This is an optimization exercise on Yosys and OpenROAD, whose aim is small area, a short achievable clock period and few clock cycles, not a production implementation. Only the layout flow was run in this run; the RTL was not checked for function there. Power and IR drop assume default switching activity.

File: flow/design.v
module tpb_codec (
    input  wire        clk,
    input  wire        rst,         
    input  wire        cmd_valid,
    output wire        cmd_ready,
    input  wire [31:0] cmd_word,
    input  wire [63:0] cmd_opd,
    input  wire [15:0] cmd_flen,
    input  wire        frm_valid,
    output wire        frm_ready,
    input  wire [7:0]  frm_data,
    output wire        rsp_valid,
    output wire [7:0]  rsp_status,
    output wire [63:0] rsp_res
);
    localparam [3:0] ST_OK          = 4'h0;
    localparam [3:0] ST_BAD_SYNC    = 4'h1;
    localparam [3:0] ST_BAD_SIZE    = 4'h2;
    localparam [3:0] ST_BAD_PID     = 4'h3;
    localparam [3:0] ST_BAD_ADAPT   = 4'h4;
    localparam [3:0] ST_UNKNOWN_PKT = 4'h5;
    localparam [3:0] ST_BAD_OFFSET  = 4'h6;
    localparam [3:0] ST_ILLEGAL     = 4'hD;
    localparam NR = 22;             
    localparam RL = 8;              
    localparam DIV_K   = 8;
    localparam DIV_PAD = 2;
    localparam DIV_CYC = 8;
    localparam XW      = DIV_PAD + 64;
    reg [7:0]  p [0:11];            
    reg [7:0]  ring [0:NR-1][0:RL-1];
    reg [2:0]  ph;                  
    reg [2:0]  dofs;                
    reg [6:0]  err;                 
    reg        rv_q;
    reg [3:0]  rs_q;
    reg [41:0] rr_q;
    reg        crdy_q;
    reg        frdy_q;
    reg        clr_q;
    reg [2:0]  ccnt;
    reg        in_load;
    reg [7:0]  tk;                  
    reg        fb_v;
    reg [7:0]  fb_d;
    reg        load_ok;
    reg        sp_pend;
    reg        sp_wr;
    reg [7:0]  a_idx;
    reg [7:0]  a_dat;
    reg           busy;
    reg [2:0]     ecnt;
    reg [XW-1:0]  xq;
    reg [6:0]     rem;
    assign cmd_ready  = crdy_q;
    assign frm_ready  = frdy_q;
    assign rsp_valid  = rv_q;
    assign rsp_status = {4'd0, rs_q};
    assign rsp_res    = {22'd0, rr_q};
    wire fire = cmd_valid & crdy_q;
    wire take = frm_valid & frdy_q;
    wire [1:0]  afc     = p[3][5:4];
    wire        has_af  = afc[1];
    wire        has_pl  = afc[0];
    wire [7:0]  af_len  = p[4];
    wire [12:0] pid     = {p[1][4:0], p[2]};
    wire        has_pcr = has_af & p[5][4];
    wire [41:0] pcr_rd;
    tpb_mul300 u_mul (
        .base ({p[6], p[7], p[8], p[9], p[10][7]}),
        .ext  ({p[10][0], p[11]}),
        .res  (pcr_rd)
    );
    wire [7:0] af_win_len = (af_len > 8'd183) ? 8'd183 : af_len;
    wire [8:0] pl_start   = has_af ? (9'd5 + {1'b0, af_len}) : 9'd4;
    wire [8:0] pl_off     = (pl_start > 9'd188) ? 9'd188 : pl_start;
    wire [8:0] pl_len     = 9'd188 - pl_off;
    wire [3:0] st_validate = (p[0] != 8'h47) ? ST_BAD_SYNC :
                             (has_af && af_len > 8'd183) ? ST_BAD_ADAPT : ST_OK;
    wire cls_unk = (p[0] != 8'h47) & (p[0] != 8'h80);
    wire cls_80  = (p[0] == 8'h80);
    wire [6:0] err_new;
    assign err_new[0] = rv_q && rs_q == ST_BAD_SYNC;
    assign err_new[1] = rv_q && rs_q == ST_BAD_SIZE;
    assign err_new[2] = rv_q && rs_q == ST_BAD_PID;
    assign err_new[3] = rv_q && rs_q == ST_BAD_ADAPT;
    assign err_new[4] = rv_q && rs_q == ST_UNKNOWN_PKT;
    assign err_new[5] = rv_q && rs_q == ST_BAD_OFFSET;
    assign err_new[6] = rv_q && rs_q == ST_ILLEGAL;
    wire [6:0]  err_eff  = err | err_new;
    wire [7:0] fidx  = tk - 8'd1;                   
    wire [7:0] waddr = fb_v ? fidx : a_idx;
    wire [7:0] wj    = waddr - 8'd12;
    wire [4:0] wring = wj[7:3];
    wire       w_static = (waddr < 8'd12);
    wire       at_slot = (ph == waddr[2:0] + dofs);
    wire ld_w      = fb_v & ((fidx == 8'd0) ? (fb_d == 8'h47) : load_ok);
    wire sp_go     = sp_pend & (w_static | (at_slot & ~clr_q));
    wire bus_we    = ld_w | (sp_go & sp_wr);
    wire [7:0] wbus = fb_v ? fb_d : a_dat;
    wire [7:0] rbus = clr_q ? 8'd0 : wbus;
    wire       rwe  = bus_we & ~w_static;
    reg [7:0] ring_rd;
    integer ri;
    always @* begin
        ring_rd = 8'd0;
        for (ri = 0; ri < NR; ri = ri + 1)
            if (wring == ri) ring_rd = ring_rd | ring[ri][0];
    end
    wire [7:0] static_rd = p[waddr[3:0]];
    wire [7:0] rd_byte   = w_static ? static_rd : ring_rd;
    wire [6:0]       st_r;
    wire [DIV_K-1:0] st_q;
    tpb_divstep #(.K(DIV_K)) u_div (
        .rem_in  (rem),
        .bits    (xq[XW-1:XW-DIV_K]),
        .rem_out (st_r),
        .q       (st_q)
    );
    wire [XW-1:0] xq_next  = {xq[XW-DIV_K-1:0], st_q};
    wire          div_last = busy & (ecnt == DIV_CYC - 1);
    wire [32:0]   base_wr  = xq_next[32:0];
    wire [8:0]    ext_wr   = {st_r, xq_next[XW-1:XW-2]};
    wire clr_first = clr_q & (ccnt == 3'd0);
    reg [7:0] pn [0:11];
    integer bi;
    always @* begin
        for (bi = 0; bi < 12; bi = bi + 1) begin
            pn[bi] = p[bi];
            if (bus_we && w_static && waddr[3:0] == bi) pn[bi] = wbus;
        end
        if (div_last) begin
            pn[6]  = base_wr[32:25];
            pn[7]  = base_wr[24:17];
            pn[8]  = base_wr[16:9];
            pn[9]  = base_wr[8:1];
            pn[10] = {base_wr[0], 6'b111111, ext_wr[8]};
            pn[11] = ext_wr[7:0];
        end
        if (clr_first)
            for (bi = 0; bi < 12; bi = bi + 1) pn[bi] = 8'd0;
    end
    wire [95:0] p_cur  = {p[11], p[10], p[9], p[8], p[7], p[6], p[5], p[4], p[3], p[2], p[1], p[0]};
    wire [95:0] p_slow = {pn[11], pn[10], pn[9], pn[8], pn[7], pn[6], pn[5], pn[4], pn[3], pn[2], pn[1], pn[0]};
    wire [95:0] p_d;
    wire        o_rv_d;
    wire [3:0]  o_rs_d;
    wire [41:0] o_rr_d;
    wire        L_load, L_slow, L_pcr, L_sysrst;
    wire [6:0]  err_d;
    wire        crdy_d;
    wire [36:0] dl;
    tpb_dec u_dec (
        .cmd_word    (cmd_word),
        .cmd_flen    (cmd_flen),
        .dl          (dl)
    );
    assign L_load   = dl[1];
    assign L_slow   = dl[4];
    assign L_pcr    = dl[12];
    assign L_sysrst = dl[15];
    tpb_fast u_fast (
        .fire        (fire),
        .imm         (cmd_word[31:16]),
        .dl          (dl),
        .p_cur       (p_cur),
        .p_slow      (p_slow),
        .st_validate (st_validate),
        .cls_unk     (cls_unk),
        .cls_80      (cls_80),
        .af_win_len  (af_win_len),
        .pl_len      (pl_len[7:0]),
        .pl_off      (pl_off[7:0]),
        .pcr_rd      (pcr_rd),
        .err_eff     (err_eff),
        .in_load     (in_load),
        .load_done   (in_load & take & (tk == 8'd187)),
        .load_ok     (load_ok),
        .sp_pend     (sp_pend),
        .sp_go       (sp_go),
        .sp_wr       (sp_wr),
        .rd_byte     (rd_byte),
        .crdy_hold   (busy & ~div_last),
        .p_d         (p_d),
        .err_d       (err_d),
        .crdy_d      (crdy_d),
        .rv_d        (o_rv_d),
        .rs_d        (o_rs_d),
        .rr_d        (o_rr_d)
    );
    integer rr, pp;
    always @(posedge clk) begin
        for (rr = 0; rr < NR; rr = rr + 1) begin
            for (pp = 0; pp < RL - 1; pp = pp + 1)
                ring[rr][pp] <= ring[rr][pp + 1];
            if (clr_q || (rwe && wring == rr))
                ring[rr][RL-1] <= rbus;
            else
                ring[rr][RL-1] <= ring[rr][0];
        end
        for (bi = 0; bi < 12; bi = bi + 1)
            p[bi] <= p_d[8*bi +: 8];
        ph <= ph + 3'd1;
        if (busy) begin
            xq  <= xq_next;
            rem <= st_r;
            ecnt <= ecnt + 3'd1;
            if (div_last) busy <= 1'b0;
        end else begin
            xq  <= {{DIV_PAD{1'b0}}, cmd_opd};
            rem <= 7'd0;
            ecnt <= 3'd0;
            if (fire && L_pcr) busy <= 1'b1;
        end
        if (!sp_pend) begin
            a_idx <= cmd_word[15:8];
            a_dat <= cmd_word[23:16];
            sp_wr <= cmd_word[2];
            if (fire && L_slow) sp_pend <= 1'b1;
        end else if (sp_go) begin
            sp_pend <= 1'b0;
        end
        fb_d <= frm_data;
        fb_v <= take & in_load;
        if (take & in_load) tk <= tk1;
        if (fire && L_load) in_load <= 1'b1;
        if (fb_v && fidx == 8'd0) load_ok <= (fb_d == 8'h47);
        if (in_load && take && tk == 8'd187) in_load <= 1'b0;
        if (!in_load) tk <= 8'd0;
        if (ld_w && fidx == 8'd12) dofs <= ph - 3'd4;    
        if (clr_q) begin
            ccnt <= ccnt + 3'd1;
            if (ccnt == 3'd7) clr_q <= 1'b0;
        end
        if (fire && L_sysrst) begin
            clr_q <= 1'b1;
            ccnt  <= 3'd0;
        end
        err <= err_d;
        rv_q <= o_rv_d;
        rs_q <= o_rs_d;
        rr_q <= o_rr_d;
        crdy_q <= crdy_d;
        frdy_q <= frdy_next;
        if (rst) begin
            ph      <= 3'd0;
            dofs    <= 3'd0;
            err     <= 7'd0;
            rv_q    <= 1'b0;
            crdy_q  <= 1'b0;
            frdy_q  <= 1'b0;
            clr_q   <= 1'b1;
            ccnt    <= 3'd0;
            in_load <= 1'b0;
            tk      <= 8'd0;
            fb_v    <= 1'b0;
            load_ok <= 1'b0;
            sp_pend <= 1'b0;
            busy    <= 1'b0;
        end
    end
    wire [7:0] tk1    = tk + 8'd1;
    wire       ok_n   = (fb_v && fidx == 8'd0) ? (fb_d == 8'h47) : load_ok;
    wire [2:0] dofs_n = (ld_w && fidx == 8'd12) ? ph - 3'd4 : dofs;
    wire [2:0] ph2    = ph + 3'd2;
    wire fr_b = in_load & (tk < 8'd188) &
                ((tk <= 8'd12) | ~ok_n | (~clr_q & (ph2 == tk[2:0] + dofs_n)));
    wire fr_a = in_load & (tk < 8'd187) &
                ((tk <= 8'd12) | ~ok_n | (~clr_q & (ph2 == tk1[2:0] + dofs_n)));
    wire frdy_next = (fire & L_load) | (take ? fr_a : fr_b);
endmodule
module tpb_dec (
    input  wire [31:0] cmd_word,
    input  wire [15:0] cmd_flen,
    output wire [36:0] dl
);
    wire [7:0]  op  = cmd_word[7:0];
    wire [7:0]  idx = cmd_word[15:8];
    wire [15:0] imm = cmd_word[31:16];
    wire idx_z  = (idx == 8'd0);
    wire imm_z  = (imm == 16'd0);
    wire f0_ok  = idx_z & imm_z;
    wire fx_ok  = imm_z;
    wire fx8_ok = (imm[15:8] == 8'd0);
    wire fm4_ok = idx_z & (imm[15:4] == 12'd0);
    wire fm2_ok = idx_z & (imm[15:2] == 14'd0);
    wire idx_ok = (idx < 8'd188);
    wire o00 = (op == 8'h00), o01 = (op == 8'h01), o02 = (op == 8'h02), o03 = (op == 8'h03);
    wire o04 = (op == 8'h04), o05 = (op == 8'h05);
    wire o10 = (op == 8'h10), o11 = (op == 8'h11), o12 = (op == 8'h12), o13 = (op == 8'h13);
    wire o14 = (op == 8'h14), o15 = (op == 8'h15), o16 = (op == 8'h16), o17 = (op == 8'h17);
    wire o18 = (op == 8'h18);
    wire o20 = (op == 8'h20), o21 = (op == 8'h21), o22 = (op == 8'h22), o23 = (op == 8'h23);
    wire o24 = (op == 8'h24), o25 = (op == 8'h25), o26 = (op == 8'h26), o27 = (op == 8'h27);
    wire o28 = (op == 8'h28);
    wire o30 = (op == 8'h30), o31 = (op == 8'h31), o32 = (op == 8'h32), o33 = (op == 8'h33);
    wire o34 = (op == 8'h34), o35 = (op == 8'h35), o36 = (op == 8'h36), o37 = (op == 8'h37);
    wire oF0 = (op == 8'hF0), oF1 = (op == 8'hF1), oF2 = (op == 8'hF2);
    wire of0 = o00 | o01 | o02 | o05 | o10 | o11 | o12 | o13 | o14 | o15 | o16 | o17 | o18 |
               o20 | o22 | o24 | o26 | o28 | o30 | o31 | o32 | o33 | o34 | o35 | o36 | o37 |
               oF0 | oF1 | oF2;
    wire legal = (of0 & f0_ok) | (o03 & fx_ok) | (o04 & fx8_ok) | (o21 & idx_z) |
                 (o27 & fm4_ok) | ((o23 | o25) & fm2_ok);
    wire flen_ok = (cmd_flen == 16'd188);
    assign dl[0]  = ~legal;
    assign dl[1]  = o01 & f0_ok & flen_ok;                   
    assign dl[2]  = o01 & f0_ok & ~flen_ok;                  
    assign dl[3]  = o02 & f0_ok;                             
    assign dl[4]  = ((o03 & fx_ok) | (o04 & fx8_ok)) & idx_ok;    
    assign dl[5]  = ((o03 & fx_ok) | (o04 & fx8_ok)) & ~idx_ok;   
    assign dl[6]  = o05 & f0_ok;                             
    assign dl[7]  = o21 & idx_z & (imm[15:13] == 3'd0);      
    assign dl[8]  = o21 & idx_z & (imm[15:13] != 3'd0);      
    assign dl[9]  = o23 & fm2_ok;                            
    assign dl[10] = o25 & fm2_ok;                            
    assign dl[11] = o27 & fm4_ok;                            
    assign dl[12] = o36 & f0_ok;                             
    assign dl[13] = o37 & f0_ok;                             
    assign dl[14] = oF1 & f0_ok;                             
    assign dl[15] = oF2 & f0_ok;                             
    assign dl[16] = o11 & f0_ok;
    assign dl[17] = o12 & f0_ok;
    assign dl[18] = o14 & f0_ok;
    assign dl[19] = o15 & f0_ok;
    assign dl[20] = o17 & f0_ok;
    assign dl[21] = o18 & f0_ok;
    assign dl[22] = o10 & f0_ok;
    assign dl[23] = o13 & f0_ok;
    assign dl[24] = o16 & f0_ok;
    assign dl[25] = o20 & f0_ok;
    assign dl[26] = o22 & f0_ok;
    assign dl[27] = o24 & f0_ok;
    assign dl[28] = o26 & f0_ok;
    assign dl[29] = o28 & f0_ok;
    assign dl[30] = o30 & f0_ok;
    assign dl[31] = o31 & f0_ok;
    assign dl[32] = o32 & f0_ok;
    assign dl[33] = o33 & f0_ok;
    assign dl[34] = o34 & f0_ok;
    assign dl[35] = o35 & f0_ok;
    assign dl[36] = (oF0 | oF1) & f0_ok;
endmodule
module tpb_fast (
    input  wire        fire,
    input  wire [15:0] imm,
    input  wire [36:0] dl,           
    input  wire [95:0] p_cur,
    input  wire [95:0] p_slow,
    input  wire [3:0]  st_validate,
    input  wire        cls_unk,
    input  wire        cls_80,
    input  wire [7:0]  af_win_len,
    input  wire [7:0]  pl_len,
    input  wire [7:0]  pl_off,
    input  wire [41:0] pcr_rd,
    input  wire [6:0]  err_eff,
    input  wire        in_load,
    input  wire        load_done,
    input  wire        load_ok,
    input  wire        sp_pend,
    input  wire        sp_go,
    input  wire        sp_wr,
    input  wire [7:0]  rd_byte,
    input  wire        crdy_hold,
    output reg  [95:0] p_d,
    output wire [6:0]  err_d,
    output wire        crdy_d,
    output reg         rv_d,
    output reg  [3:0]  rs_d,
    output reg  [41:0] rr_d
);
    wire [7:0] p0 = p_cur[7:0],   p1 = p_cur[15:8],  p3 = p_cur[31:24];
    wire [7:0] p2 = p_cur[23:16], p4 = p_cur[39:32], p5 = p_cur[47:40];
    wire       has_af  = p3[5];
    wire       has_pl  = p3[4];
    wire       has_pcr = has_af & p5[4];
    wire [12:0] pid    = {p1[4:0], p2};
    wire ill       = dl[0];
    wire L_load    = dl[1];
    wire L_loadbad = dl[2];
    wire L_val     = dl[3];
    wire L_slow    = dl[4];
    wire L_offbad  = dl[5];
    wire L_cls     = dl[6];
    wire L_pid     = dl[7];
    wire L_pidbad  = dl[8];
    wire L_tsc     = dl[9];
    wire L_afc     = dl[10];
    wire L_cc      = dl[11];
    wire L_pcr     = dl[12];
    wire L_clrpcr  = dl[13] & has_af;
    wire L_clrerr  = dl[14];
    wire L_sysrst  = dl[15];
    wire L_tei_s   = dl[16], L_tei_c = dl[17];
    wire L_pus_s   = dl[18], L_pus_c = dl[19];
    wire L_tp_s    = dl[20], L_tp_c  = dl[21];
    wire s_tei = dl[22], s_pus = dl[23], s_tp = dl[24], s_pid = dl[25];
    wire s_tsc = dl[26], s_afc = dl[27], s_cc = dl[28], s_null = dl[29];
    wire s_haf = dl[30], s_hpl = dl[31];
    wire s_afs = dl[32], s_pls = dl[33], s_hpcr = dl[34], s_gpcr = dl[35], s_err = dl[36];
    wire [3:0] f_st;
    assign f_st[0] = (L_val & st_validate[0]) | (L_cls & cls_unk) | L_pidbad | ill;
    assign f_st[1] = L_loadbad | L_offbad | L_pidbad;
    assign f_st[2] = (L_val & st_validate[2]) | (L_cls & cls_unk) | L_offbad | ill;
    assign f_st[3] = ill;
    wire [13:0] err_full = {err_eff[6], 6'd0, err_eff[5:0], 1'b0};
    wire [41:0] f_res =
        ({42{L_cls & cls_80}} & 42'd1) |
        ({42{s_tei}} & {41'd0, p1[7]}) |
        ({42{s_pus}} & {41'd0, p1[6]}) |
        ({42{s_tp}}  & {41'd0, p1[5]}) |
        ({42{s_pid}} & {29'd0, pid}) |
        ({42{s_tsc}} & {40'd0, p3[7:6]}) |
        ({42{s_afc}} & {40'd0, p3[5:4]}) |
        ({42{s_cc}}  & {38'd0, p3[3:0]}) |
        ({42{s_null}} & {41'd0, (pid == 13'h1FFF)}) |
        ({42{s_haf}} & {41'd0, has_af}) |
        ({42{s_hpl}} & {41'd0, has_pl}) |
        ({42{s_afs & has_af}} & {26'd0, af_win_len, 8'd5}) |
        ({42{s_pls & has_pl}} & {26'd0, pl_len, pl_off}) |
        ({42{s_hpcr}} & {41'd0, has_pcr}) |
        ({42{s_gpcr & has_pcr}} & pcr_rd) |
        ({42{s_err}} & {28'd0, err_full});
    assign err_d  = (fire & (L_clrerr | L_sysrst)) ? 7'd0 : err_eff;
    assign crdy_d = ~((fire & (L_pcr | L_sysrst)) | crdy_hold);
    always @* begin
        if (in_load) begin
            rv_d = load_done;
            rs_d = load_ok ? 4'h0 : 4'h1;
            rr_d = 42'd0;
        end else if (sp_pend) begin
            rv_d = sp_go;
            rs_d = 4'h0;
            rr_d = sp_wr ? 42'd0 : {34'd0, rd_byte};
        end else begin
            rv_d = fire & ~L_load & ~L_slow;
            rs_d = f_st;
            rr_d = f_res;
        end
    end
    always @* begin
        p_d = p_slow;
        if (fire) begin
            if (L_tei_s) p_d[15] = 1'b1;
            if (L_tei_c) p_d[15] = 1'b0;
            if (L_pus_s) p_d[14] = 1'b1;
            if (L_pus_c) p_d[14] = 1'b0;
            if (L_tp_s)  p_d[13] = 1'b1;
            if (L_tp_c)  p_d[13] = 1'b0;
            if (L_pid) begin
                p_d[12:8]  = imm[12:8];
                p_d[23:16] = imm[7:0];
            end
            if (L_tsc) p_d[31:30] = imm[1:0];
            if (L_afc) p_d[29:28] = imm[1:0];
            if (L_cc)  p_d[27:24] = imm[3:0];
            if (L_pcr) begin
                if (!has_af) p_d[29:28] = 2'b11;
                if (p4 < 8'd7) p_d[39:32] = 8'd7;
                p_d[44] = 1'b1;
            end
            if (L_clrpcr) begin
                p_d[44]    = 1'b0;
                p_d[95:48] = 48'd0;
            end
        end
    end
endmodule
module tpb_mul300 (
    input  wire [32:0] base,
    input  wire [8:0]  ext,
    output wire [41:0] res
);
    wire [33:0] at_p, at_g, at_s;
    wire [34:0] at_c;
    assign at_p[0] = base[2] ^ base[0];
    assign at_g[0] = base[2] & base[0];
    assign at_p[1] = base[3] ^ base[1];
    assign at_g[1] = base[3] & base[1];
    assign at_p[2] = base[4] ^ base[2];
    assign at_g[2] = base[4] & base[2];
    assign at_p[3] = base[5] ^ base[3];
    assign at_g[3] = base[5] & base[3];
    assign at_p[4] = base[6] ^ base[4];
    assign at_g[4] = base[6] & base[4];
    assign at_p[5] = base[7] ^ base[5];
    assign at_g[5] = base[7] & base[5];
    assign at_p[6] = base[8] ^ base[6];
    assign at_g[6] = base[8] & base[6];
    assign at_p[7] = base[9] ^ base[7];
    assign at_g[7] = base[9] & base[7];
    assign at_p[8] = base[10] ^ base[8];
    assign at_g[8] = base[10] & base[8];
    assign at_p[9] = base[11] ^ base[9];
    assign at_g[9] = base[11] & base[9];
    assign at_p[10] = base[12] ^ base[10];
    assign at_g[10] = base[12] & base[10];
    assign at_p[11] = base[13] ^ base[11];
    assign at_g[11] = base[13] & base[11];
    assign at_p[12] = base[14] ^ base[12];
    assign at_g[12] = base[14] & base[12];
    assign at_p[13] = base[15] ^ base[13];
    assign at_g[13] = base[15] & base[13];
    assign at_p[14] = base[16] ^ base[14];
    assign at_g[14] = base[16] & base[14];
    assign at_p[15] = base[17] ^ base[15];
    assign at_g[15] = base[17] & base[15];
    assign at_p[16] = base[18] ^ base[16];
    assign at_g[16] = base[18] & base[16];
    assign at_p[17] = base[19] ^ base[17];
    assign at_g[17] = base[19] & base[17];
    assign at_p[18] = base[20] ^ base[18];
    assign at_g[18] = base[20] & base[18];
    assign at_p[19] = base[21] ^ base[19];
    assign at_g[19] = base[21] & base[19];
    assign at_p[20] = base[22] ^ base[20];
    assign at_g[20] = base[22] & base[20];
    assign at_p[21] = base[23] ^ base[21];
    assign at_g[21] = base[23] & base[21];
    assign at_p[22] = base[24] ^ base[22];
    assign at_g[22] = base[24] & base[22];
    assign at_p[23] = base[25] ^ base[23];
    assign at_g[23] = base[25] & base[23];
    assign at_p[24] = base[26] ^ base[24];
    assign at_g[24] = base[26] & base[24];
    assign at_p[25] = base[27] ^ base[25];
    assign at_g[25] = base[27] & base[25];
    assign at_p[26] = base[28] ^ base[26];
    assign at_g[26] = base[28] & base[26];
    assign at_p[27] = base[29] ^ base[27];
    assign at_g[27] = base[29] & base[27];
    assign at_p[28] = base[30] ^ base[28];
    assign at_g[28] = base[30] & base[28];
    assign at_p[29] = base[31] ^ base[29];
    assign at_g[29] = base[31] & base[29];
    assign at_p[30] = base[32] ^ base[30];
    assign at_g[30] = base[32] & base[30];
    assign at_p[31] = 1'b0 ^ base[31];
    assign at_g[31] = 1'b0 & base[31];
    assign at_p[32] = 1'b0 ^ base[32];
    assign at_g[32] = 1'b0 & base[32];
    assign at_p[33] = 1'b0 ^ 1'b0;
    assign at_g[33] = 1'b0 & 1'b0;
    assign at_c[0] = 1'b0;
    assign at_c[1] = at_g[0] | (at_p[0] & at_c[0]);
    assign at_c[2] = at_g[1] | (at_p[1] & at_c[1]);
    assign at_c[3] = at_g[2] | (at_p[2] & at_c[2]);
    assign at_c[4] = at_g[3] | (at_p[3] & at_c[3]);
    assign at_c[5] = at_g[4] | (at_p[4] & at_c[4]);
    assign at_c[6] = at_g[5] | (at_p[5] & at_c[5]);
    assign at_c[7] = at_g[6] | (at_p[6] & at_c[6]);
    assign at_c[8] = at_g[7] | (at_p[7] & at_c[7]);
    assign at_c[9] = at_g[8] | (at_p[8] & at_c[8]);
    assign at_c[10] = at_g[9] | (at_p[9] & at_c[9]);
    assign at_c[11] = at_g[10] | (at_p[10] & at_c[10]);
    assign at_c[12] = at_g[11] | (at_p[11] & at_c[11]);
    assign at_c[13] = at_g[12] | (at_p[12] & at_c[12]);
    assign at_c[14] = at_g[13] | (at_p[13] & at_c[13]);
    assign at_c[15] = at_g[14] | (at_p[14] & at_c[14]);
    assign at_c[16] = at_g[15] | (at_p[15] & at_c[15]);
    assign at_c[17] = at_g[16] | (at_p[16] & at_c[16]);
    assign at_c[18] = at_g[17] | (at_p[17] & at_c[17]);
    assign at_c[19] = at_g[18] | (at_p[18] & at_c[18]);
    assign at_c[20] = at_g[19] | (at_p[19] & at_c[19]);
    assign at_c[21] = (at_g[20]) | (at_c[20] & at_p[20]);
    assign at_c[22] = (at_g[21]) | (at_g[20] & at_p[21]) | (at_c[20] & at_p[20] & at_p[21]);
    assign at_c[23] = (at_g[22]) | (at_g[21] & at_p[22]) | (at_g[20] & at_p[21] & at_p[22]) | (at_c[20] & at_p[20] & at_p[21] & at_p[22]);
    assign at_c[24] = (at_g[23]) | (at_g[22] & at_p[23]) | (at_g[21] & at_p[22] & at_p[23]) | (at_g[20] & at_p[21] & at_p[22] & at_p[23]) | (at_c[20] & at_p[20] & at_p[21] & at_p[22] & at_p[23]);
    assign at_c[25] = (at_g[24]) | (at_c[24] & at_p[24]);
    assign at_c[26] = (at_g[25]) | (at_g[24] & at_p[25]) | (at_c[24] & at_p[24] & at_p[25]);
    assign at_c[27] = (at_g[26]) | (at_g[25] & at_p[26]) | (at_g[24] & at_p[25] & at_p[26]) | (at_c[24] & at_p[24] & at_p[25] & at_p[26]);
    assign at_c[28] = (at_g[27]) | (at_g[26] & at_p[27]) | (at_g[25] & at_p[26] & at_p[27]) | (at_g[24] & at_p[25] & at_p[26] & at_p[27]) | (at_c[24] & at_p[24] & at_p[25] & at_p[26] & at_p[27]);
    assign at_c[29] = (at_g[28]) | (at_c[28] & at_p[28]);
    assign at_c[30] = (at_g[29]) | (at_g[28] & at_p[29]) | (at_c[28] & at_p[28] & at_p[29]);
    assign at_c[31] = (at_g[30]) | (at_g[29] & at_p[30]) | (at_g[28] & at_p[29] & at_p[30]) | (at_c[28] & at_p[28] & at_p[29] & at_p[30]);
    assign at_c[32] = (at_g[31]) | (at_g[30] & at_p[31]) | (at_g[29] & at_p[30] & at_p[31]) | (at_g[28] & at_p[29] & at_p[30] & at_p[31]) | (at_c[28] & at_p[28] & at_p[29] & at_p[30] & at_p[31]);
    assign at_c[33] = (at_g[32]) | (at_c[32] & at_p[32]);
    assign at_c[34] = (at_g[33]) | (at_g[32] & at_p[33]) | (at_c[32] & at_p[32] & at_p[33]);
    assign at_s[0] = at_p[0] ^ at_c[0];
    assign at_s[1] = at_p[1] ^ at_c[1];
    assign at_s[2] = at_p[2] ^ at_c[2];
    assign at_s[3] = at_p[3] ^ at_c[3];
    assign at_s[4] = at_p[4] ^ at_c[4];
    assign at_s[5] = at_p[5] ^ at_c[5];
    assign at_s[6] = at_p[6] ^ at_c[6];
    assign at_s[7] = at_p[7] ^ at_c[7];
    assign at_s[8] = at_p[8] ^ at_c[8];
    assign at_s[9] = at_p[9] ^ at_c[9];
    assign at_s[10] = at_p[10] ^ at_c[10];
    assign at_s[11] = at_p[11] ^ at_c[11];
    assign at_s[12] = at_p[12] ^ at_c[12];
    assign at_s[13] = at_p[13] ^ at_c[13];
    assign at_s[14] = at_p[14] ^ at_c[14];
    assign at_s[15] = at_p[15] ^ at_c[15];
    assign at_s[16] = at_p[16] ^ at_c[16];
    assign at_s[17] = at_p[17] ^ at_c[17];
    assign at_s[18] = at_p[18] ^ at_c[18];
    assign at_s[19] = at_p[19] ^ at_c[19];
    assign at_s[20] = at_p[20] ^ at_c[20];
    assign at_s[21] = at_p[21] ^ at_c[21];
    assign at_s[22] = at_p[22] ^ at_c[22];
    assign at_s[23] = at_p[23] ^ at_c[23];
    assign at_s[24] = at_p[24] ^ at_c[24];
    assign at_s[25] = at_p[25] ^ at_c[25];
    assign at_s[26] = at_p[26] ^ at_c[26];
    assign at_s[27] = at_p[27] ^ at_c[27];
    assign at_s[28] = at_p[28] ^ at_c[28];
    assign at_s[29] = at_p[29] ^ at_c[29];
    assign at_s[30] = at_p[30] ^ at_c[30];
    assign at_s[31] = at_p[31] ^ at_c[31];
    assign at_s[32] = at_p[32] ^ at_c[32];
    assign at_s[33] = at_p[33] ^ at_c[33];
    wire [35:0] t = {at_s[33], at_s[32], at_s[31], at_s[30], at_s[29], at_s[28], at_s[27], at_s[26], at_s[25], at_s[24], at_s[23], at_s[22], at_s[21], at_s[20], at_s[19], at_s[18], at_s[17], at_s[16], at_s[15], at_s[14], at_s[13], at_s[12], at_s[11], at_s[10], at_s[9], at_s[8], at_s[7], at_s[6], at_s[5], at_s[4], at_s[3], at_s[2], at_s[1], at_s[0], base[1], base[0]};
    wire [35:0] aq_p, aq_g, aq_s;
    wire [36:0] aq_c;
    assign aq_p[0] = t[0] ^ ext[6];
    assign aq_g[0] = t[0] & ext[6];
    assign aq_p[1] = t[1] ^ ext[7];
    assign aq_g[1] = t[1] & ext[7];
    assign aq_p[2] = t[2] ^ ext[8];
    assign aq_g[2] = t[2] & ext[8];
    assign aq_p[3] = t[3] ^ 1'b0;
    assign aq_g[3] = t[3] & 1'b0;
    assign aq_p[4] = t[4] ^ 1'b0;
    assign aq_g[4] = t[4] & 1'b0;
    assign aq_p[5] = t[5] ^ 1'b0;
    assign aq_g[5] = t[5] & 1'b0;
    assign aq_p[6] = t[6] ^ 1'b0;
    assign aq_g[6] = t[6] & 1'b0;
    assign aq_p[7] = t[7] ^ 1'b0;
    assign aq_g[7] = t[7] & 1'b0;
    assign aq_p[8] = t[8] ^ 1'b0;
    assign aq_g[8] = t[8] & 1'b0;
    assign aq_p[9] = t[9] ^ 1'b0;
    assign aq_g[9] = t[9] & 1'b0;
    assign aq_p[10] = t[10] ^ 1'b0;
    assign aq_g[10] = t[10] & 1'b0;
    assign aq_p[11] = t[11] ^ 1'b0;
    assign aq_g[11] = t[11] & 1'b0;
    assign aq_p[12] = t[12] ^ 1'b0;
    assign aq_g[12] = t[12] & 1'b0;
    assign aq_p[13] = t[13] ^ 1'b0;
    assign aq_g[13] = t[13] & 1'b0;
    assign aq_p[14] = t[14] ^ 1'b0;
    assign aq_g[14] = t[14] & 1'b0;
    assign aq_p[15] = t[15] ^ 1'b0;
    assign aq_g[15] = t[15] & 1'b0;
    assign aq_p[16] = t[16] ^ 1'b0;
    assign aq_g[16] = t[16] & 1'b0;
    assign aq_p[17] = t[17] ^ 1'b0;
    assign aq_g[17] = t[17] & 1'b0;
    assign aq_p[18] = t[18] ^ 1'b0;
    assign aq_g[18] = t[18] & 1'b0;
    assign aq_p[19] = t[19] ^ 1'b0;
    assign aq_g[19] = t[19] & 1'b0;
    assign aq_p[20] = t[20] ^ 1'b0;
    assign aq_g[20] = t[20] & 1'b0;
    assign aq_p[21] = t[21] ^ 1'b0;
    assign aq_g[21] = t[21] & 1'b0;
    assign aq_p[22] = t[22] ^ 1'b0;
    assign aq_g[22] = t[22] & 1'b0;
    assign aq_p[23] = t[23] ^ 1'b0;
    assign aq_g[23] = t[23] & 1'b0;
    assign aq_p[24] = t[24] ^ 1'b0;
    assign aq_g[24] = t[24] & 1'b0;
    assign aq_p[25] = t[25] ^ 1'b0;
    assign aq_g[25] = t[25] & 1'b0;
    assign aq_p[26] = t[26] ^ 1'b0;
    assign aq_g[26] = t[26] & 1'b0;
    assign aq_p[27] = t[27] ^ 1'b0;
    assign aq_g[27] = t[27] & 1'b0;
    assign aq_p[28] = t[28] ^ 1'b0;
    assign aq_g[28] = t[28] & 1'b0;
    assign aq_p[29] = t[29] ^ 1'b0;
    assign aq_g[29] = t[29] & 1'b0;
    assign aq_p[30] = t[30] ^ 1'b0;
    assign aq_g[30] = t[30] & 1'b0;
    assign aq_p[31] = t[31] ^ 1'b0;
    assign aq_g[31] = t[31] & 1'b0;
    assign aq_p[32] = t[32] ^ 1'b0;
    assign aq_g[32] = t[32] & 1'b0;
    assign aq_p[33] = t[33] ^ 1'b0;
    assign aq_g[33] = t[33] & 1'b0;
    assign aq_p[34] = t[34] ^ 1'b0;
    assign aq_g[34] = t[34] & 1'b0;
    assign aq_p[35] = t[35] ^ 1'b0;
    assign aq_g[35] = t[35] & 1'b0;
    assign aq_c[0] = 1'b0;
    assign aq_c[1] = aq_g[0] | (aq_p[0] & aq_c[0]);
    assign aq_c[2] = aq_g[1] | (aq_p[1] & aq_c[1]);
    assign aq_c[3] = aq_g[2] | (aq_p[2] & aq_c[2]);
    assign aq_c[4] = aq_g[3] | (aq_p[3] & aq_c[3]);
    assign aq_c[5] = aq_g[4] | (aq_p[4] & aq_c[4]);
    assign aq_c[6] = aq_g[5] | (aq_p[5] & aq_c[5]);
    assign aq_c[7] = aq_g[6] | (aq_p[6] & aq_c[6]);
    assign aq_c[8] = aq_g[7] | (aq_p[7] & aq_c[7]);
    assign aq_c[9] = aq_g[8] | (aq_p[8] & aq_c[8]);
    assign aq_c[10] = aq_g[9] | (aq_p[9] & aq_c[9]);
    assign aq_c[11] = aq_g[10] | (aq_p[10] & aq_c[10]);
    assign aq_c[12] = aq_g[11] | (aq_p[11] & aq_c[11]);
    assign aq_c[13] = aq_g[12] | (aq_p[12] & aq_c[12]);
    assign aq_c[14] = aq_g[13] | (aq_p[13] & aq_c[13]);
    assign aq_c[15] = aq_g[14] | (aq_p[14] & aq_c[14]);
    assign aq_c[16] = aq_g[15] | (aq_p[15] & aq_c[15]);
    assign aq_c[17] = aq_g[16] | (aq_p[16] & aq_c[16]);
    assign aq_c[18] = aq_g[17] | (aq_p[17] & aq_c[17]);
    assign aq_c[19] = aq_g[18] | (aq_p[18] & aq_c[18]);
    assign aq_c[20] = aq_g[19] | (aq_p[19] & aq_c[19]);
    assign aq_c[21] = aq_g[20] | (aq_p[20] & aq_c[20]);
    assign aq_c[22] = aq_g[21] | (aq_p[21] & aq_c[21]);
    assign aq_c[23] = aq_g[22] | (aq_p[22] & aq_c[22]);
    assign aq_c[24] = aq_g[23] | (aq_p[23] & aq_c[23]);
    assign aq_c[25] = aq_g[24] | (aq_p[24] & aq_c[24]);
    assign aq_c[26] = aq_g[25] | (aq_p[25] & aq_c[25]);
    assign aq_c[27] = aq_g[26] | (aq_p[26] & aq_c[26]);
    assign aq_c[28] = aq_g[27] | (aq_p[27] & aq_c[27]);
    assign aq_c[29] = aq_g[28] | (aq_p[28] & aq_c[28]);
    assign aq_c[30] = aq_g[29] | (aq_p[29] & aq_c[29]);
    assign aq_c[31] = aq_g[30] | (aq_p[30] & aq_c[30]);
    assign aq_c[32] = aq_g[31] | (aq_p[31] & aq_c[31]);
    assign aq_c[33] = aq_g[32] | (aq_p[32] & aq_c[32]);
    assign aq_c[34] = aq_g[33] | (aq_p[33] & aq_c[33]);
    assign aq_c[35] = aq_g[34] | (aq_p[34] & aq_c[34]);
    assign aq_c[36] = aq_g[35] | (aq_p[35] & aq_c[35]);
    assign aq_s[0] = aq_p[0] ^ aq_c[0];
    assign aq_s[1] = aq_p[1] ^ aq_c[1];
    assign aq_s[2] = aq_p[2] ^ aq_c[2];
    assign aq_s[3] = aq_p[3] ^ aq_c[3];
    assign aq_s[4] = aq_p[4] ^ aq_c[4];
    assign aq_s[5] = aq_p[5] ^ aq_c[5];
    assign aq_s[6] = aq_p[6] ^ aq_c[6];
    assign aq_s[7] = aq_p[7] ^ aq_c[7];
    assign aq_s[8] = aq_p[8] ^ aq_c[8];
    assign aq_s[9] = aq_p[9] ^ aq_c[9];
    assign aq_s[10] = aq_p[10] ^ aq_c[10];
    assign aq_s[11] = aq_p[11] ^ aq_c[11];
    assign aq_s[12] = aq_p[12] ^ aq_c[12];
    assign aq_s[13] = aq_p[13] ^ aq_c[13];
    assign aq_s[14] = aq_p[14] ^ aq_c[14];
    assign aq_s[15] = aq_p[15] ^ aq_c[15];
    assign aq_s[16] = aq_p[16] ^ aq_c[16];
    assign aq_s[17] = aq_p[17] ^ aq_c[17];
    assign aq_s[18] = aq_p[18] ^ aq_c[18];
    assign aq_s[19] = aq_p[19] ^ aq_c[19];
    assign aq_s[20] = aq_p[20] ^ aq_c[20];
    assign aq_s[21] = aq_p[21] ^ aq_c[21];
    assign aq_s[22] = aq_p[22] ^ aq_c[22];
    assign aq_s[23] = aq_p[23] ^ aq_c[23];
    assign aq_s[24] = aq_p[24] ^ aq_c[24];
    assign aq_s[25] = aq_p[25] ^ aq_c[25];
    assign aq_s[26] = aq_p[26] ^ aq_c[26];
    assign aq_s[27] = aq_p[27] ^ aq_c[27];
    assign aq_s[28] = aq_p[28] ^ aq_c[28];
    assign aq_s[29] = aq_p[29] ^ aq_c[29];
    assign aq_s[30] = aq_p[30] ^ aq_c[30];
    assign aq_s[31] = aq_p[31] ^ aq_c[31];
    assign aq_s[32] = aq_p[32] ^ aq_c[32];
    assign aq_s[33] = aq_p[33] ^ aq_c[33];
    assign aq_s[34] = aq_p[34] ^ aq_c[34];
    assign aq_s[35] = aq_p[35] ^ aq_c[35];
    wire [39:0] q = {aq_s[35], aq_s[34], aq_s[33], aq_s[32], aq_s[31], aq_s[30], aq_s[29], aq_s[28], aq_s[27], aq_s[26], aq_s[25], aq_s[24], aq_s[23], aq_s[22], aq_s[21], aq_s[20], aq_s[19], aq_s[18], aq_s[17], aq_s[16], aq_s[15], aq_s[14], aq_s[13], aq_s[12], aq_s[11], aq_s[10], aq_s[9], aq_s[8], aq_s[7], aq_s[6], aq_s[5], aq_s[4], aq_s[3], aq_s[2], aq_s[1], aq_s[0], ext[5], ext[4], ext[3], ext[2]};
    wire [39:0] aw_p, aw_g, aw_s;
    wire [40:0] aw_c;
    assign aw_p[0] = q[0] ^ ~t[0];
    assign aw_g[0] = q[0] & ~t[0];
    assign aw_p[1] = q[1] ^ ~t[1];
    assign aw_g[1] = q[1] & ~t[1];
    assign aw_p[2] = q[2] ^ ~t[2];
    assign aw_g[2] = q[2] & ~t[2];
    assign aw_p[3] = q[3] ^ ~t[3];
    assign aw_g[3] = q[3] & ~t[3];
    assign aw_p[4] = q[4] ^ ~t[4];
    assign aw_g[4] = q[4] & ~t[4];
    assign aw_p[5] = q[5] ^ ~t[5];
    assign aw_g[5] = q[5] & ~t[5];
    assign aw_p[6] = q[6] ^ ~t[6];
    assign aw_g[6] = q[6] & ~t[6];
    assign aw_p[7] = q[7] ^ ~t[7];
    assign aw_g[7] = q[7] & ~t[7];
    assign aw_p[8] = q[8] ^ ~t[8];
    assign aw_g[8] = q[8] & ~t[8];
    assign aw_p[9] = q[9] ^ ~t[9];
    assign aw_g[9] = q[9] & ~t[9];
    assign aw_p[10] = q[10] ^ ~t[10];
    assign aw_g[10] = q[10] & ~t[10];
    assign aw_p[11] = q[11] ^ ~t[11];
    assign aw_g[11] = q[11] & ~t[11];
    assign aw_p[12] = q[12] ^ ~t[12];
    assign aw_g[12] = q[12] & ~t[12];
    assign aw_p[13] = q[13] ^ ~t[13];
    assign aw_g[13] = q[13] & ~t[13];
    assign aw_p[14] = q[14] ^ ~t[14];
    assign aw_g[14] = q[14] & ~t[14];
    assign aw_p[15] = q[15] ^ ~t[15];
    assign aw_g[15] = q[15] & ~t[15];
    assign aw_p[16] = q[16] ^ ~t[16];
    assign aw_g[16] = q[16] & ~t[16];
    assign aw_p[17] = q[17] ^ ~t[17];
    assign aw_g[17] = q[17] & ~t[17];
    assign aw_p[18] = q[18] ^ ~t[18];
    assign aw_g[18] = q[18] & ~t[18];
    assign aw_p[19] = q[19] ^ ~t[19];
    assign aw_g[19] = q[19] & ~t[19];
    assign aw_p[20] = q[20] ^ ~t[20];
    assign aw_g[20] = q[20] & ~t[20];
    assign aw_p[21] = q[21] ^ ~t[21];
    assign aw_g[21] = q[21] & ~t[21];
    assign aw_p[22] = q[22] ^ ~t[22];
    assign aw_g[22] = q[22] & ~t[22];
    assign aw_p[23] = q[23] ^ ~t[23];
    assign aw_g[23] = q[23] & ~t[23];
    assign aw_p[24] = q[24] ^ ~t[24];
    assign aw_g[24] = q[24] & ~t[24];
    assign aw_p[25] = q[25] ^ ~t[25];
    assign aw_g[25] = q[25] & ~t[25];
    assign aw_p[26] = q[26] ^ ~t[26];
    assign aw_g[26] = q[26] & ~t[26];
    assign aw_p[27] = q[27] ^ ~t[27];
    assign aw_g[27] = q[27] & ~t[27];
    assign aw_p[28] = q[28] ^ ~t[28];
    assign aw_g[28] = q[28] & ~t[28];
    assign aw_p[29] = q[29] ^ ~t[29];
    assign aw_g[29] = q[29] & ~t[29];
    assign aw_p[30] = q[30] ^ ~t[30];
    assign aw_g[30] = q[30] & ~t[30];
    assign aw_p[31] = q[31] ^ ~t[31];
    assign aw_g[31] = q[31] & ~t[31];
    assign aw_p[32] = q[32] ^ ~t[32];
    assign aw_g[32] = q[32] & ~t[32];
    assign aw_p[33] = q[33] ^ ~t[33];
    assign aw_g[33] = q[33] & ~t[33];
    assign aw_p[34] = q[34] ^ ~t[34];
    assign aw_g[34] = q[34] & ~t[34];
    assign aw_p[35] = q[35] ^ ~t[35];
    assign aw_g[35] = q[35] & ~t[35];
    assign aw_p[36] = q[36] ^ 1'b1;
    assign aw_g[36] = q[36] & 1'b1;
    assign aw_p[37] = q[37] ^ 1'b1;
    assign aw_g[37] = q[37] & 1'b1;
    assign aw_p[38] = q[38] ^ 1'b1;
    assign aw_g[38] = q[38] & 1'b1;
    assign aw_p[39] = q[39] ^ 1'b1;
    assign aw_g[39] = q[39] & 1'b1;
    assign aw_c[0] = 1'b1;
    assign aw_c[1] = aw_g[0] | (aw_p[0] & aw_c[0]);
    assign aw_c[2] = aw_g[1] | (aw_p[1] & aw_c[1]);
    assign aw_c[3] = aw_g[2] | (aw_p[2] & aw_c[2]);
    assign aw_c[4] = aw_g[3] | (aw_p[3] & aw_c[3]);
    assign aw_c[5] = aw_g[4] | (aw_p[4] & aw_c[4]);
    assign aw_c[6] = aw_g[5] | (aw_p[5] & aw_c[5]);
    assign aw_c[7] = aw_g[6] | (aw_p[6] & aw_c[6]);
    assign aw_c[8] = aw_g[7] | (aw_p[7] & aw_c[7]);
    assign aw_c[9] = aw_g[8] | (aw_p[8] & aw_c[8]);
    assign aw_c[10] = aw_g[9] | (aw_p[9] & aw_c[9]);
    assign aw_c[11] = aw_g[10] | (aw_p[10] & aw_c[10]);
    assign aw_c[12] = aw_g[11] | (aw_p[11] & aw_c[11]);
    assign aw_c[13] = aw_g[12] | (aw_p[12] & aw_c[12]);
    assign aw_c[14] = aw_g[13] | (aw_p[13] & aw_c[13]);
    assign aw_c[15] = aw_g[14] | (aw_p[14] & aw_c[14]);
    assign aw_c[16] = aw_g[15] | (aw_p[15] & aw_c[15]);
    assign aw_c[17] = aw_g[16] | (aw_p[16] & aw_c[16]);
    assign aw_c[18] = aw_g[17] | (aw_p[17] & aw_c[17]);
    assign aw_c[19] = aw_g[18] | (aw_p[18] & aw_c[18]);
    assign aw_c[20] = aw_g[19] | (aw_p[19] & aw_c[19]);
    assign aw_c[21] = aw_g[20] | (aw_p[20] & aw_c[20]);
    assign aw_c[22] = aw_g[21] | (aw_p[21] & aw_c[21]);
    assign aw_c[23] = aw_g[22] | (aw_p[22] & aw_c[22]);
    assign aw_c[24] = aw_g[23] | (aw_p[23] & aw_c[23]);
    assign aw_c[25] = (aw_g[24]) | (aw_c[24] & aw_p[24]);
    assign aw_c[26] = (aw_g[25]) | (aw_g[24] & aw_p[25]) | (aw_c[24] & aw_p[24] & aw_p[25]);
    assign aw_c[27] = (aw_g[26]) | (aw_g[25] & aw_p[26]) | (aw_g[24] & aw_p[25] & aw_p[26]) | (aw_c[24] & aw_p[24] & aw_p[25] & aw_p[26]);
    assign aw_c[28] = (aw_g[27]) | (aw_g[26] & aw_p[27]) | (aw_g[25] & aw_p[26] & aw_p[27]) | (aw_g[24] & aw_p[25] & aw_p[26] & aw_p[27]) | (aw_c[24] & aw_p[24] & aw_p[25] & aw_p[26] & aw_p[27]);
    assign aw_c[29] = (aw_g[28]) | (aw_c[28] & aw_p[28]);
    assign aw_c[30] = (aw_g[29]) | (aw_g[28] & aw_p[29]) | (aw_c[28] & aw_p[28] & aw_p[29]);
    assign aw_c[31] = (aw_g[30]) | (aw_g[29] & aw_p[30]) | (aw_g[28] & aw_p[29] & aw_p[30]) | (aw_c[28] & aw_p[28] & aw_p[29] & aw_p[30]);
    assign aw_c[32] = (aw_g[31]) | (aw_g[30] & aw_p[31]) | (aw_g[29] & aw_p[30] & aw_p[31]) | (aw_g[28] & aw_p[29] & aw_p[30] & aw_p[31]) | (aw_c[28] & aw_p[28] & aw_p[29] & aw_p[30] & aw_p[31]);
    assign aw_c[33] = (aw_g[32]) | (aw_c[32] & aw_p[32]);
    assign aw_c[34] = (aw_g[33]) | (aw_g[32] & aw_p[33]) | (aw_c[32] & aw_p[32] & aw_p[33]);
    assign aw_c[35] = (aw_g[34]) | (aw_g[33] & aw_p[34]) | (aw_g[32] & aw_p[33] & aw_p[34]) | (aw_c[32] & aw_p[32] & aw_p[33] & aw_p[34]);
    assign aw_c[36] = (aw_g[35]) | (aw_g[34] & aw_p[35]) | (aw_g[33] & aw_p[34] & aw_p[35]) | (aw_g[32] & aw_p[33] & aw_p[34] & aw_p[35]) | (aw_c[32] & aw_p[32] & aw_p[33] & aw_p[34] & aw_p[35]);
    assign aw_c[37] = (aw_g[36]) | (aw_c[36] & aw_p[36]);
    assign aw_c[38] = (aw_g[37]) | (aw_g[36] & aw_p[37]) | (aw_c[36] & aw_p[36] & aw_p[37]);
    assign aw_c[39] = (aw_g[38]) | (aw_g[37] & aw_p[38]) | (aw_g[36] & aw_p[37] & aw_p[38]) | (aw_c[36] & aw_p[36] & aw_p[37] & aw_p[38]);
    assign aw_c[40] = (aw_g[39]) | (aw_g[38] & aw_p[39]) | (aw_g[37] & aw_p[38] & aw_p[39]) | (aw_g[36] & aw_p[37] & aw_p[38] & aw_p[39]) | (aw_c[36] & aw_p[36] & aw_p[37] & aw_p[38] & aw_p[39]);
    assign aw_s[0] = aw_p[0] ^ aw_c[0];
    assign aw_s[1] = aw_p[1] ^ aw_c[1];
    assign aw_s[2] = aw_p[2] ^ aw_c[2];
    assign aw_s[3] = aw_p[3] ^ aw_c[3];
    assign aw_s[4] = aw_p[4] ^ aw_c[4];
    assign aw_s[5] = aw_p[5] ^ aw_c[5];
    assign aw_s[6] = aw_p[6] ^ aw_c[6];
    assign aw_s[7] = aw_p[7] ^ aw_c[7];
    assign aw_s[8] = aw_p[8] ^ aw_c[8];
    assign aw_s[9] = aw_p[9] ^ aw_c[9];
    assign aw_s[10] = aw_p[10] ^ aw_c[10];
    assign aw_s[11] = aw_p[11] ^ aw_c[11];
    assign aw_s[12] = aw_p[12] ^ aw_c[12];
    assign aw_s[13] = aw_p[13] ^ aw_c[13];
    assign aw_s[14] = aw_p[14] ^ aw_c[14];
    assign aw_s[15] = aw_p[15] ^ aw_c[15];
    assign aw_s[16] = aw_p[16] ^ aw_c[16];
    assign aw_s[17] = aw_p[17] ^ aw_c[17];
    assign aw_s[18] = aw_p[18] ^ aw_c[18];
    assign aw_s[19] = aw_p[19] ^ aw_c[19];
    assign aw_s[20] = aw_p[20] ^ aw_c[20];
    assign aw_s[21] = aw_p[21] ^ aw_c[21];
    assign aw_s[22] = aw_p[22] ^ aw_c[22];
    assign aw_s[23] = aw_p[23] ^ aw_c[23];
    assign aw_s[24] = aw_p[24] ^ aw_c[24];
    assign aw_s[25] = aw_p[25] ^ aw_c[25];
    assign aw_s[26] = aw_p[26] ^ aw_c[26];
    assign aw_s[27] = aw_p[27] ^ aw_c[27];
    assign aw_s[28] = aw_p[28] ^ aw_c[28];
    assign aw_s[29] = aw_p[29] ^ aw_c[29];
    assign aw_s[30] = aw_p[30] ^ aw_c[30];
    assign aw_s[31] = aw_p[31] ^ aw_c[31];
    assign aw_s[32] = aw_p[32] ^ aw_c[32];
    assign aw_s[33] = aw_p[33] ^ aw_c[33];
    assign aw_s[34] = aw_p[34] ^ aw_c[34];
    assign aw_s[35] = aw_p[35] ^ aw_c[35];
    assign aw_s[36] = aw_p[36] ^ aw_c[36];
    assign aw_s[37] = aw_p[37] ^ aw_c[37];
    assign aw_s[38] = aw_p[38] ^ aw_c[38];
    assign aw_s[39] = aw_p[39] ^ aw_c[39];
    wire [39:0] w = {aw_s[39], aw_s[38], aw_s[37], aw_s[36], aw_s[35], aw_s[34], aw_s[33], aw_s[32], aw_s[31], aw_s[30], aw_s[29], aw_s[28], aw_s[27], aw_s[26], aw_s[25], aw_s[24], aw_s[23], aw_s[22], aw_s[21], aw_s[20], aw_s[19], aw_s[18], aw_s[17], aw_s[16], aw_s[15], aw_s[14], aw_s[13], aw_s[12], aw_s[11], aw_s[10], aw_s[9], aw_s[8], aw_s[7], aw_s[6], aw_s[5], aw_s[4], aw_s[3], aw_s[2], aw_s[1], aw_s[0]};
    assign res = {w, ext[1:0]};
endmodule
module tpb_divstep #(parameter K = 16) (
    input  wire [6:0]   rem_in,
    input  wire [K-1:0] bits,
    output reg  [6:0]   rem_out,
    output reg  [K-1:0] q
);
    reg [7:0] t;
    integer i;
    always @* begin
        rem_out = rem_in;
        for (i = 0; i < K; i = i + 1) begin
            t = {rem_out, bits[K-1-i]};
            if (t >= 8'd75) begin
                rem_out = t - 8'd75;
                q[K-1-i] = 1'b1;
            end else begin
                rem_out = t[6:0];
                q[K-1-i] = 1'b0;
            end
        end
    end
endmodule
File: flow/run.sh
#!/bin/bash
# synth_recipe.tcl (not shown) runs the flow's synth.tcl, then flattens the netlist and writes it again
# the make line also repeats each setting of config.mk as NAME=value (left out here)
make -C /OpenROAD-flow-scripts/flow DESIGN_CONFIG=/design/flow/config.mk WORK_HOME=/design/flow/orfs CLKGATE_MAP_FILE= SYNTH_SCRIPT=/design/flow/synth_recipe.tcl finish
File: flow/config.mk
export PLATFORM = sky130hd
export DESIGN_NAME = tpb_codec
export DESIGN_NICKNAME = tpb_codec
export VERILOG_FILES = /design/flow/design.v
export SDC_FILE = /design/flow/constraint.sdc
export NUM_CORES = 8
export LEC_CHECK = 0
export ABC_AREA = 1
export CAP_MARGIN = 20
export CORE_MARGIN = 2
export CORE_UTILIZATION = 40
export SLEW_MARGIN = 20
export SYNTH_HIERARCHICAL = 1
File: flow/constraint.sdc
create_clock -name core_clock -period 70.0 [get_ports {clk}]
set_input_delay 14.0000 -clock core_clock [delete_from_list [all_inputs] [get_ports {clk}]]
set_output_delay 14.0000 -clock core_clock [all_outputs]
set_load 0.01 [all_outputs]
==> impl_metrics.toml <==
[sta]
fin_crit_sh_pct = 22.7
fin_skew_ns = 0.0491
layout_setup_ws_ns = 54.09
hold_ws_ns = 0.302
slew_headroom_pct = 28.5
setup_viol = 0
worst_slew_pin_slew_ns = 1.07
min_period_ns = 15.91
fin_tns_setup_ns = 0
fmax_ghz = 0.0628
hold_violations = 0
rsz0062_at_grt = "false"
drv_slew = 0

[die]
die_w_um = 365
core_area_um2 = 129000
initial_utilization_pct = 40.3
rows = 132
die_h_um = 365
ios = 199
die_area_um2 = 133000

[synth]
synth_area_um2 = 52100
async_flop_share_pct = 0
synth-compound-area-share_pct = 4.95
synth.avg_cell_area_um2 = 9.86
netlist_instances = 5289
synth_top_area_cell = "dfxtp_1"
synthAdderAreaFrac_pct = 4.28
synth.area.top_cells = "dfxtp_1 (64%), nand2_1 (8.6%), inv_1 (4.1%)"
ys.flop_type = "dfxtp_1"
seq_area_frac_synth_pct = 65.0
synth_top_family_by_area = "simple AND/OR/NAND/NOR gates"
synth_top_area_share_pct = 64.0
synthMuxAreaShare_pct = 0.194
synth_warnings = 12
yosys.area_share.simple_pct = 18.5
ys_ff_latch = 1684
synth_edf_count = 17
synth-xor-area-share_pct = 1.06
yosysUniqueCellTypes = 64

[cells_and_area]
final_cell_mix = "dfxtp_1 (1666), nand2_1 (1189), inv_1 (562)"
mostFrequentLayoutCell = "dfxtp_1"
nets = 5782
final_layout_size_suffix_gt1_share_pct = 9.51
n_fill_cell = 12000
area_growth_syn_to_layout_pct = 17.7
antennaDiodeCount = 0

[cts]
post_cts_resize_count = 0
htree_num_levels = 4
cts.hold.buffers_added = 0
cts.sinks = 1684
cts_buffer_depth = 3
clock-root-buffer = "clkbuf_16"
post_cts_buffers = 0
cts-buffers-inserted = 162
insertion_delay_ns = 0.80
clk_pin_slew_worst_paths_ns = 0.06
tritoncts = "built"

[grt]
grt_usage_pct = 18.1
grt_pass1_wl_um = 186000
antenna_found_initial = 0
grt-ovfl-total = 0
grt_pass1_vias = 32600
grt_max_degree = 81

[route]
wire_per_inst_um = 16.5
first_pass_iters = 5
drtIter0Drc = 2205
num_vias = 34000
drc_errors = 0
finalWirelength_um = 122000
antenna_left = 0
avgViaCountPerCell = 4.59

[power_and_ir_drop]
p_leak_nw = 26.7
max-vdd-ir-drop_v = 0.0000228
pwr_density_cell_nw_per_um2 = 31.5
finalPower_w = 0.00193

[worst_setup_path]
crit_slowest_cell = "clkdlybuf4s50_1"
path_buf_inv = 1
crit_chain = "clkdlybuf4s50_1"
worstSetupPathType = "reg2out"
required_ns = 56.00
crit_family = "buffers and inverters"
critical_path_arrival_ns = 1.91
cp_max_fo = 5
start_kind = "flop"
end_kind = "primary output"
max_stage_delay_ns = 0.60

[placed_design]
io_buffers = 172
gp_congestion = 0.920
post-place-ws_ns = 53.36
place_hpwl_um = 84300

[outcome]
status = "timing/DRC/antenna clean"

[min_path]
hold_path_class = "reg2reg"

[run]
maxCapViolations = 0
## registers in the layout, summed over array words and instances (netlist names), 8 cells and up
name   count
ring    1408
rr_q      42
fb_d       8
xq        66
a_dat      8
p         96
tk         8
a_idx      8
## cell type report
| cell class | count | area, µm² | share of cell area, % |
|---|---|---|---|
| Clock buffer | 218 | 4610 | 7.50 |
| Clock inverter | 83 | 1260 | 2.05 |
| Inverter | 600 | 2260 | 3.68 |
| Multi-Input combinational cell | 2860 | 15200 | 24.8 |
| Sequential cell | 1684 | 33900 | 55.2 |
| Tap cell | 1742 | 2180 | 3.55 |
| Timing Repair Buffer | 204 | 1960 | 3.20 |
## routing by layer
layer,track usage (%),up-vias,part of all wire (%)
li1,-,17000,-
met4,6.54,0,2.8
met3,3.31,213,5.5
met2,28.0,882,43
met5,0,-,0
met1,25.4,15900,48
## through the flow
step / area (µm²) / std cells / utilization [%]
finish: 61400 / 7391 / 47.4
global route: 61400 / 7391 / 47.4
CTS: 61400 / 7391 / 47.4
detailed placement: 55500 / 7090 / 42.9
global placement: 55500 / 7090 / 42.9
floorplan: 52200 / 5314 / -
## final timing paths
kind,cells past startpoint,startpoint,slack (ns),end
hold reg to reg,0,ring[58][2],0.30,ring[57][2]
setup / recovery,1,rv_q,54.09,rsp_valid
setup reg to reg,47,p[10][7],56.99,rr_q[41]
hold / removal,0,ring[58][2],0.30,ring[57][2]
## Yosys cell counts (all sizes together), types with 2 or more instances
| cell | instances |
|---|---|
| a211oi | 4 |
| a21oi | 137 |
| a221oi | 21 |
| a22o | 2 |
| a31oi | 6 |
| and2 | 7 |
| buf | 94 |
| clkbuf | 76 |
| clkinv | 7 |
| dfxtp | 1667 |
| edfxtp | 17 |
| fa | 54 |
| ha | 92 |
| inv | 593 |
| mux2 | 9 |
| nand2 | 1269 |
| nand3 | 415 |
| nand3b | 5 |
| nand4 | 50 |
| nor2 | 379 |
| nor3 | 31 |
| nor4 | 6 |
| o211ai | 32 |
| o21a | 3 |
| o21ai | 210 |
| o21bai | 7 |
| o221ai | 3 |
| o22ai | 13 |
| or2 | 14 |
| xnor2 | 14 |
| xor2 | 43 |
## cell families after synthesis
kind of cell	count (synthesis)
fa+ha+maj	146
compound gates	444
xor+xnor	57
simple gates	2178
other cells	1
buf+inv	770
flops	1684
mux	9
## power by group
part	internal (W)	switching (W)	total (W)	leakage, nW
combinational	0.0000134	0.0000260	0.0000394	10.2
clock	0.000551	0.000377	0.000928	2.87
sequential	0.000963	0.00000208	0.000965	13.6
total	0.00153	0.000405	0.00193	26.7
## Yosys stat by module, one instance, submodules excluded, excerpt
module | copies in the design | cells inside | flip-flops and latches | area (µm²)
tpb_codec | 1 | 3965 | 1684 | 44300
tpb_dec | 1 | 180 | 0 | 887
tpb_fast | 1 | 465 | 0 | 2070
tpb_mul300 | 1 | 364 | 0 | 2940

static timing again, ports no longer ideal:
In the flow no input, the clock included, has a driving cell. The finished layout below was timed again as built, in two steps. Step 1, drivers: a clkbuf_16 drives clk and a buf_2 each remaining input, both assumed. Step 2 times the ports against the registers' clock, not the clock port: input delays grow and output delays shrink by t, the midpoint of the rising clock arrivals with the driver on. a / b / c = ideal / step 1 / step 2; a / b = the first two.
t (ns): 0.847
slack for setup (ns): 54.086 / 54.015 / 53.348
latest minus earliest clock arrival (ns): 0.053 / 0.053
worst data-port slew with drivers (ns): 0.07
pins driven straight from the clock port: 1
After both steps setup and hold are still met in this run. For this run, drivers alone change the setup slack by -0.071 ns; drivers and shift together by -0.738 ns.
